Background: an optimization exercise with open tools, aiming at small area and few clock cycles. Do not read the settings as production practice.
At most, simulation tests tie the RTL to the original design; equivalence was not proved.
Power figures rest on the tool's default switching activity, not on a simulated workload. The clock port is modelled as an ideal driver; clocking choices that lean on that would not hold on a real chip.

==> inputs of run F <==
Design mono_raster, start of the top module:
module mono_raster (
    input             clk,
    input             rst,
    input             start,
    input             cfg_dither,
    input      [15:0] cfg_width,
    input      [15:0] cfg_height,
    output            idle,
    output            err,
    input             pix_valid,
    input      [31:0] pix_data,
    output            pix_ready,
    output            out_valid,
    output     [7:0]  out_data,
    output            out_last,
    input             out_ready
);
==> flow/config.mk <==
export PLATFORM = sky130hd
export DESIGN_NAME = mono_raster
export DESIGN_NICKNAME = mono_raster
export VERILOG_FILES = /design/flow/design.v
export SDC_FILE = /design/flow/constraint.sdc
export NUM_CORES = 4
export LEC_CHECK = 0
export CAP_MARGIN = 20
export CORE_MARGIN = 2
export CORE_UTILIZATION = 40
export SLEW_MARGIN = 20
export SYNTH_HIERARCHICAL = 1
==> flow/constraint.sdc <==
create_clock -name core_clock -period 22.0 [get_ports {clk}]
set_input_delay 4.4000 -clock core_clock [delete_from_list [all_inputs] [get_ports {clk}]]
set_output_delay 4.4000 -clock core_clock [all_outputs]
set_load 0.01 [all_outputs]
standard.sh (not shown) runs the stock make flow with config.mk's settings and CLKGATE_MAP_FILE= SYNTH_SCRIPT=/design/flow/synth_recipe.tcl, a recipe that flattens the netlist after the stock synthesis.
==> flow/flow/run.sh <==
#!/bin/bash
# The standard ORFS flow, with two changes: clock tree synthesis inserts no
# dummy loads, and the port buffers are the smallest buffer cell.
set -euo pipefail
bash standard.sh \
  "CTS_ARGS=-sink_clustering_enable -repair_clock_nets -dont_use_dummy_load -sink_clustering_size 20 -sink_clustering_max_diameter 40 -buf_list sky130_fd_sc_hd__clkbuf_8" \
  "BUFFER_PORTS_ARGS=-buffer_cell sky130_fd_sc_hd__buf_1" \
  finish > flow.log 2>&1
==> inputs of run K, as changes to run F <==
--- a/flow/design.v
+++ b/flow/design.v
@@ -133,37 +133,32 @@
             ccode <= tapv[6:1];
         end
         if (in_fire)
             fifo[f_wp] <= in_val;
     end
     always @(posedge clk) begin
+        if (state == S_IDLE) begin
+            f_wp  <= 1'b0;
+            f_rp  <= 1'b0;
+            f_cnt <= 2'd0;
+        end else begin
+            if (in_fire)
+                f_wp <= !f_wp;
+            if (pix_fire)
+                f_rp <= !f_rp;
+            f_cnt <= f_cnt + in_fire - pix_fire;
+        end
+    end
+    always @(posedge clk) begin
         if (rst) begin
             state     <= S_IDLE;
             err_r     <= 1'b0;
-            mode_d    <= 1'b0;
-            wm1       <= 9'd0;
-            rows      <= 16'd0;
-            first_row <= 1'b1;
-            hdr_cnt   <= 3'd4;
-            slot      <= 9'd0;
-            col       <= 9'd0;
-            acc       <= 8'd0;
             ov        <= 1'b0;
-            od        <= 8'd0;
-            ol        <= 1'b0;
-            f_wp      <= 1'b0;
-            f_rp      <= 1'b0;
-            f_cnt     <= 2'd0;
         end else begin
             if (out_ready)
                 ov <= 1'b0;
-            if (in_fire)
-                f_wp <= !f_wp;
-            if (pix_fire)
-                f_rp <= !f_rp;
-            f_cnt <= f_cnt + in_fire - pix_fire;
             case (state)
                 S_IDLE: begin
                     if (start) begin
                         if (cfg_bad) begin
                             err_r <= 1'b1;
                         end else begin
@@ -573,53 +568,42 @@
     mr_fa fc347 (.a(c346), .b(c316), .c(c281), .s(c347), .co(c348));
     wire c349, c350;
     mr_fa fc349 (.a(c348), .b(c282), .c((md & g[7])), .s(c349), .co(c350));
     wire c351 = (c1 & (!md & ntie)) | (1'b0 & (c1 ^ (!md & ntie)));
     wire c352 = (c127 & 1'b0) | (c351 & (c127 ^ 1'b0));
     wire c353 = (c219 & 1'b0) | (c352 & (c219 ^ 1'b0));
-    wire c354, c355;
-    mr_fa fc354 (.a(c220), .b(c221), .c(c353), .s(c354), .co(c355));
-    wire c356 = (c283 & 1'b0) | (c355 & (c283 ^ 1'b0));
-    wire c357, c358;
-    mr_fa fc357 (.a(c284), .b(c285), .c(c356), .s(c357), .co(c358));
-    wire c359 = (c317 & 1'b0) | (c358 & (c317 ^ 1'b0));
-    wire c360, c361;
-    mr_fa fc360 (.a(c318), .b(c319), .c(c359), .s(c360), .co(c361));
-    wire c362, c363;
-    mr_fa fc362 (.a(c320), .b(c321), .c(c361), .s(c362), .co(c363));
-    wire c364, c365;
-    mr_fa fc364 (.a(c322), .b(c323), .c(c363), .s(c364), .co(c365));
-    wire c366, c367;
-    mr_fa fc366 (.a(c324), .b(c325), .c(c365), .s(c366), .co(c367));
-    wire c368, c369;
-    mr_fa fc368 (.a(c326), .b(c327), .c(c367), .s(c368), .co(c369));
-    wire c370, c371;
-    mr_fa fc370 (.a(c328), .b(c329), .c(c369), .s(c370), .co(c371));
-    wire c372, c373;
-    mr_fa fc372 (.a(c330), .b(c331), .c(c371), .s(c372), .co(c373));
-    wire c374, c375;
-    mr_fa fc374 (.a(c332), .b(c333), .c(c373), .s(c374), .co(c375));
-    wire c376, c377;
-    mr_fa fc376 (.a(c334), .b(c335), .c(c375), .s(c376), .co(c377));
-    wire c378, c379;
-    mr_fa fc378 (.a(c336), .b(c337), .c(c377), .s(c378), .co(c379));
-    wire c380, c381;
-    mr_fa fc380 (.a(c338), .b(c339), .c(c379), .s(c380), .co(c381));
-    wire c382, c383;
-    mr_fa fc382 (.a(c340), .b(c341), .c(c381), .s(c382), .co(c383));
-    wire c384 = c343 ^ 1'b0 ^ c383;
-    wire c385 = (c343 & 1'b0) | (c383 & (c343 ^ 1'b0));
-    wire c386 = c345 ^ 1'b0 ^ c385;
-    wire c387 = (c345 & 1'b0) | (c385 & (c345 ^ 1'b0));
-    wire c388 = c347 ^ 1'b0 ^ c387;
-    wire c389 = (c347 & 1'b0) | (c387 & (c347 ^ 1'b0));
-    wire c390 = c349 ^ 1'b0 ^ c389;
-    wire c391 = (c349 & 1'b0) | (c389 & (c349 ^ 1'b0));
-    wire c392 = c350 ^ 1'b0 ^ c391;
-    wire c393 = (c350 & 1'b0) | (c391 & (c350 ^ 1'b0));
-    assign q = {c392, c390, c388, c386, c384, c382, c380, c378} | {8{tr}};
+    wire c354 = (c220 & c221) | (c220 & c353) | (c221 & c353);
+    wire c355 = (c283 & 1'b0) | (c354 & (c283 ^ 1'b0));
+    wire c356 = (c284 & c285) | (c284 & c355) | (c285 & c355);
+    wire c357 = (c317 & 1'b0) | (c356 & (c317 ^ 1'b0));
+    wire c358 = (c318 & c319) | (c318 & c357) | (c319 & c357);
+    wire c359 = (c320 & c321) | (c320 & c358) | (c321 & c358);
+    wire c360 = (c322 & c323) | (c322 & c359) | (c323 & c359);
+    wire c361 = (c324 & c325) | (c324 & c360) | (c325 & c360);
+    wire c362 = (c326 & c327) | (c326 & c361) | (c327 & c361);
+    wire c363 = (c328 & c329) | (c328 & c362) | (c329 & c362);
+    wire c364 = (c330 & c331) | (c330 & c363) | (c331 & c363);
+    wire c365 = (c332 & c333) | (c332 & c364) | (c333 & c364);
+    wire c366 = (c334 & c335) | (c334 & c365) | (c335 & c365);
+    wire c367, c368;
+    mr_fa fc367 (.a(c336), .b(c337), .c(c366), .s(c367), .co(c368));
+    wire c369, c370;
+    mr_fa fc369 (.a(c338), .b(c339), .c(c368), .s(c369), .co(c370));
+    wire c371, c372;
+    mr_fa fc371 (.a(c340), .b(c341), .c(c370), .s(c371), .co(c372));
+    wire c373 = c343 ^ 1'b0 ^ c372;
+    wire c374 = (c343 & 1'b0) | (c372 & (c343 ^ 1'b0));
+    wire c375 = c345 ^ 1'b0 ^ c374;
+    wire c376 = (c345 & 1'b0) | (c374 & (c345 ^ 1'b0));
+    wire c377 = c347 ^ 1'b0 ^ c376;
+    wire c378 = (c347 & 1'b0) | (c376 & (c347 ^ 1'b0));
+    wire c379 = c349 ^ 1'b0 ^ c378;
+    wire c380 = (c349 & 1'b0) | (c378 & (c349 ^ 1'b0));
+    wire c381 = c350 ^ 1'b0 ^ c380;
+    wire c382 = (c350 & 1'b0) | (c380 & (c350 ^ 1'b0));
+    assign q = {c381, c379, c377, c375, c373, c371, c369, c367} | {8{tr}};
 endmodule
 module mr_vsum (input [7:0] luma, input [6:0] L, input [6:0] A, input [5:0] C, output [8:0] u);
     wire v1, v2;
     mr_fa fv1 (.a(luma[0]), .b(L[1]), .c(L[2]), .s(v1), .co(v2));
     wire v3, v4;
     mr_fa fv3 (.a(L[0]), .b(!L[6]), .c(A[1]), .s(v3), .co(v4));
==> flow/flow/run.sh (replaced) <==
#!/bin/bash
# The standard ORFS flow, with two changes: clock tree synthesis inserts no
# dummy loads, and the port buffers are the smallest buffer cell.
set -euo pipefail
bash standard.sh \
  "CTS_ARGS=-sink_clustering_enable -repair_clock_nets -dont_use_dummy_load -sink_clustering_size 35 -sink_clustering_max_diameter 90 -buf_list sky130_fd_sc_hd__clkbuf_16" \
  "BUFFER_PORTS_ARGS=-buffer_cell sky130_fd_sc_hd__buf_1" \
  finish > flow.log 2>&1
==> inputs of run A, as changes to run F <==
--- a/flow/design.v
+++ b/flow/design.v
@@ -95,14 +95,13 @@
     generate
         for (gi = 0; gi < 7; gi = gi + 1) begin : inc_
             assign mag[gi]  = mx[gi] ^ mc[gi];
             assign mc[gi+1] = mx[gi] & mc[gi];
         end
     endgenerate
-    wire       g0  = mag[2] ? mag[1] : (mag[1] & mag[0]);
-    wire [6:0] code_new = {neg, {mag[6:3], mag[2], g0} ^ {6{neg}}};
+    wire [6:0] code_new = {neg, mag[6:3], mag[2], mag[2] ? mag[1] : (mag[1] & mag[0])};
     wire       bit_v   = mode_d ? !white : !luma[2];
     wire [7:0] acc_new = acc | ({7'd0, bit_v} << (3'd7 - slot[2:0]));
     wire pix_fire = (state == S_PIX) && !f_empty && (slot == col) && (!byte_done || (hdr_done && out_free));
     assign pix_ready = (state == S_PIX) && (f_cnt != FD);
     wire in_fire = pix_valid && pix_ready;
     integer k;
@@ -216,15 +215,15 @@
             endcase
         end
     end
 endmodule
 module mr_conv (input [31:0] px, input md, output [7:0] q);
     wire tr = (px[31:24] == 8'd0);
-    wire [7:0] r = px[23:16];
-    wire [7:0] g = px[15:8];
-    wire [7:0] b = px[7:0];
+    wire [7:0] r = px[23:16] | {8{tr}};
+    wire [7:0] g = px[15:8] | {8{tr}};
+    wire [7:0] b = px[7:0] | {8{tr}};
     wire ntie = !((!px[1] & !px[8] & px[9] & px[10]) | (!px[8] & !px[9] & px[10] & !px[11]) | (!px[8] & px[9] & px[10] & !px[21]) | (px[1] & !px[8] & !px[9] & !px[10] & !px[21]) | (px[1] & px[8] & px[11] & px[21]) | (px[1] & px[10] & !px[11] & !px[21]));
     wire c1, c2;
     mr_fa fc1 (.a(r[0]), .b((!md & g[0])), .c(!md), .s(c1), .co(c2));
     wire c3, c4;
     mr_fa fc3 (.a(r[1]), .b(r[0]), .c(g[0]), .s(c3), .co(c4));
     wire c5, c6;
@@ -613,45 +612,45 @@
     wire c388 = c347 ^ 1'b0 ^ c387;
     wire c389 = (c347 & 1'b0) | (c387 & (c347 ^ 1'b0));
     wire c390 = c349 ^ 1'b0 ^ c389;
     wire c391 = (c349 & 1'b0) | (c389 & (c349 ^ 1'b0));
     wire c392 = c350 ^ 1'b0 ^ c391;
     wire c393 = (c350 & 1'b0) | (c391 & (c350 ^ 1'b0));
-    assign q = {c392, c390, c388, c386, c384, c382, c380, c378} | {8{tr}};
+    assign q = {c392, c390, c388, c386, c384, c382, c380, c378};
 endmodule
 module mr_vsum (input [7:0] luma, input [6:0] L, input [6:0] A, input [5:0] C, output [8:0] u);
     wire v1, v2;
-    mr_fa fv1 (.a(luma[0]), .b(L[1]), .c(L[2]), .s(v1), .co(v2));
+    mr_fa fv1 (.a(luma[0]), .b((L[1] ^ L[6])), .c((L[2] ^ L[6])), .s(v1), .co(v2));
     wire v3, v4;
-    mr_fa fv3 (.a(L[0]), .b(!L[6]), .c(A[1]), .s(v3), .co(v4));
+    mr_fa fv3 (.a((L[0] ^ L[6])), .b(!L[6]), .c((A[1] ^ A[6])), .s(v3), .co(v4));
     wire v5, v6;
-    mr_fa fv5 (.a(A[2]), .b(A[0]), .c(!A[6]), .s(v5), .co(v6));
-    wire v7 = C[0] ^ !C[5] ^ 1'b1;
-    wire v8 = (C[0] & !C[5]) | (C[0] & 1'b1) | (!C[5] & 1'b1);
+    mr_fa fv5 (.a((A[2] ^ A[6])), .b((A[0] ^ A[6])), .c(!A[6]), .s(v5), .co(v6));
+    wire v7 = (C[0] ^ C[5]) ^ !C[5] ^ 1'b1;
+    wire v8 = ((C[0] ^ C[5]) & !C[5]) | ((C[0] ^ C[5]) & 1'b1) | (!C[5] & 1'b1);
     wire v9, v10;
-    mr_fa fv9 (.a(luma[1]), .b(L[2]), .c(L[3]), .s(v9), .co(v10));
+    mr_fa fv9 (.a(luma[1]), .b((L[2] ^ L[6])), .c((L[3] ^ L[6])), .s(v9), .co(v10));
     wire v11, v12;
-    mr_fa fv11 (.a(!L[6]), .b(A[2]), .c(A[3]), .s(v11), .co(v12));
+    mr_fa fv11 (.a(!L[6]), .b((A[2] ^ A[6])), .c((A[3] ^ A[6])), .s(v11), .co(v12));
     wire v13, v14;
-    mr_fa fv13 (.a(!A[6]), .b(C[1]), .c(!C[5]), .s(v13), .co(v14));
+    mr_fa fv13 (.a(!A[6]), .b((C[1] ^ C[5])), .c(!C[5]), .s(v13), .co(v14));
     wire v15, v16;
-    mr_fa fv15 (.a(luma[2]), .b(L[3]), .c(L[4]), .s(v15), .co(v16));
+    mr_fa fv15 (.a(luma[2]), .b((L[3] ^ L[6])), .c((L[4] ^ L[6])), .s(v15), .co(v16));
     wire v17, v18;
-    mr_fa fv17 (.a(!L[6]), .b(A[3]), .c(A[4]), .s(v17), .co(v18));
+    mr_fa fv17 (.a(!L[6]), .b((A[3] ^ A[6])), .c((A[4] ^ A[6])), .s(v17), .co(v18));
     wire v19, v20;
-    mr_fa fv19 (.a(!A[6]), .b(C[2]), .c(!C[5]), .s(v19), .co(v20));
+    mr_fa fv19 (.a(!A[6]), .b((C[2] ^ C[5])), .c(!C[5]), .s(v19), .co(v20));
     wire v21, v22;
-    mr_fa fv21 (.a(luma[3]), .b(L[4]), .c(L[5]), .s(v21), .co(v22));
+    mr_fa fv21 (.a(luma[3]), .b((L[4] ^ L[6])), .c((L[5] ^ L[6])), .s(v21), .co(v22));
     wire v23, v24;
-    mr_fa fv23 (.a(!L[6]), .b(A[4]), .c(A[5]), .s(v23), .co(v24));
+    mr_fa fv23 (.a(!L[6]), .b((A[4] ^ A[6])), .c((A[5] ^ A[6])), .s(v23), .co(v24));
     wire v25, v26;
-    mr_fa fv25 (.a(!A[6]), .b(C[3]), .c(!C[5]), .s(v25), .co(v26));
+    mr_fa fv25 (.a(!A[6]), .b((C[3] ^ C[5])), .c(!C[5]), .s(v25), .co(v26));
     wire v27, v28;
-    mr_fa fv27 (.a(luma[4]), .b(L[5]), .c(A[5]), .s(v27), .co(v28));
-    wire v29 = C[4] ^ !C[5];
-    wire v30 = C[4] & !C[5];
+    mr_fa fv27 (.a(luma[4]), .b((L[5] ^ L[6])), .c((A[5] ^ A[6])), .s(v27), .co(v28));
+    wire v29 = (C[4] ^ C[5]) ^ !C[5];
+    wire v30 = (C[4] ^ C[5]) & !C[5];
     wire v31, v32;
     mr_fa fv31 (.a(luma[5]), .b(!L[6]), .c(!A[6]), .s(v31), .co(v32));
     wire v33, v34;
     mr_fa fv33 (.a(v1), .b(v3), .c(v5), .s(v33), .co(v34));
     wire v35, v36;
     mr_fa fv35 (.a(v2), .b(v4), .c(v6), .s(v35), .co(v36));
--- a/flow/config.mk
+++ b/flow/config.mk
@@ -5,8 +5,11 @@
 export SDC_FILE = /design/flow/constraint.sdc
 export NUM_CORES = 4
 export LEC_CHECK = 0
 export CAP_MARGIN = 20
 export CORE_MARGIN = 2
 export CORE_UTILIZATION = 40
+export CTS_BUF_LIST = sky130_fd_sc_hd__clkbuf_8
+export CTS_CLUSTER_DIAMETER = 40
+export CTS_CLUSTER_SIZE = 20
 export SLEW_MARGIN = 20
 export SYNTH_HIERARCHICAL = 1
==> qor.txt <==
Reg power frac - 0.664
Net Sw Power - 0.001565 W
most frequent cells in the layout - dfxtp_1, clkbuf_8, fa_1
status - timing/DRC/antenna clean
Post-Synth XOR/XNOR Area - 0.008619
Tot GR Track Use - 0.1098
Slew HR - 0.3516
combinational power share - 0.040
total power - 0.007680 W
Int Power - 0.006115 W
worst-margin pin slew - 968.0 ps
# the run above: run A

==> qor.txt <==
status - timing/DRC/antenna clean
met2 Use GR - 0.1507
Final Cell Area - 71790 sq um
total power - 0.007701 W
crit end category - flop
Hold Slack - 209.2 ps
Post-Synth XOR/XNOR Area - 0.006393
Int Power - 0.006144 W
fin crit share - 0.6122
combinational power share - 0.038
worst-margin pin slew - 931.8 ps
Max Slew Vio Count - 0
Clock Buffer Count - 232
Slew HR - 0.3765
most frequent cells in the layout - dfxtp_1, clkbuf_8, fa_1
# the run above: run F

==> qor.txt <==
status - timing/DRC/antenna clean
Top Layer Used - met4
largest family of logic cells by synthesized area - adder cells
Slew HR - 0.2861
Int Power - 0.006052 W
most frequent cells in the layout - dfxtp_1, fa_1, edfxtp_1
met3 Use GR - 0.01732
total power - 0.007602 W
Reg power frac - 0.671
Syn. warnings - 14
combinational power share - 0.055
Net Sw Power - 0.001551 W
Tot GR Track Use - 0.1079
# the run above: run K

Testbench counts of run A, summed over its fixed seeds: cycles 267,576.
Function not checked in run F and run K: the RTL went through the layout flow alone.

-- port drivers added, routing unchanged --
The results above use ideal ports. As a check the final layouts listed here were re-extracted and re-timed, cells and wires unchanged. Step 1 (the two cells are an assumption about what drives the block):
set clk [get_ports {clk}]
set_driving_cell -lib_cell sky130_fd_sc_hd__clkbuf_16 $clk
set_driving_cell -lib_cell sky130_fd_sc_hd__buf_2 [delete_from_list [all_inputs] $clk]
Step 2 adds t to the input delays and takes it off the output delays; t is the mean of the earliest and latest rising clock arrival at the registers after step 1. Input paths then give back, and output paths get back, about the clock's delay inside the block. Three values: ideal, step 1, step 2; two values: the first two.
| run | t (ns) | setup slack, ns | hold slack, ns | worst register clock-pin slew, ns | cell pins on the clock port's net |
|---|---|---|---|---|---|
| run F | 0.953 | 8.533 / 8.582 / 7.629 | 0.209 / 0.209 / 0.209 | 0.11 / 0.11 | 1 |
| run K | 0.772 | 10.502 / 10.555 / 9.783 | 0.265 / 0.265 / 0.265 | 0.12 / 0.12 | 1 |
| run A | 0.926 | 8.056 / 8.106 / 7.179 | 0.220 / 0.220 / 0.220 | 0.11 / 0.11 | 1 |
After both steps every run listed still meets setup and hold. The setup slack of run F, which loses most, moves by +0.049 ns with the drivers and by -0.904 ns with both steps.
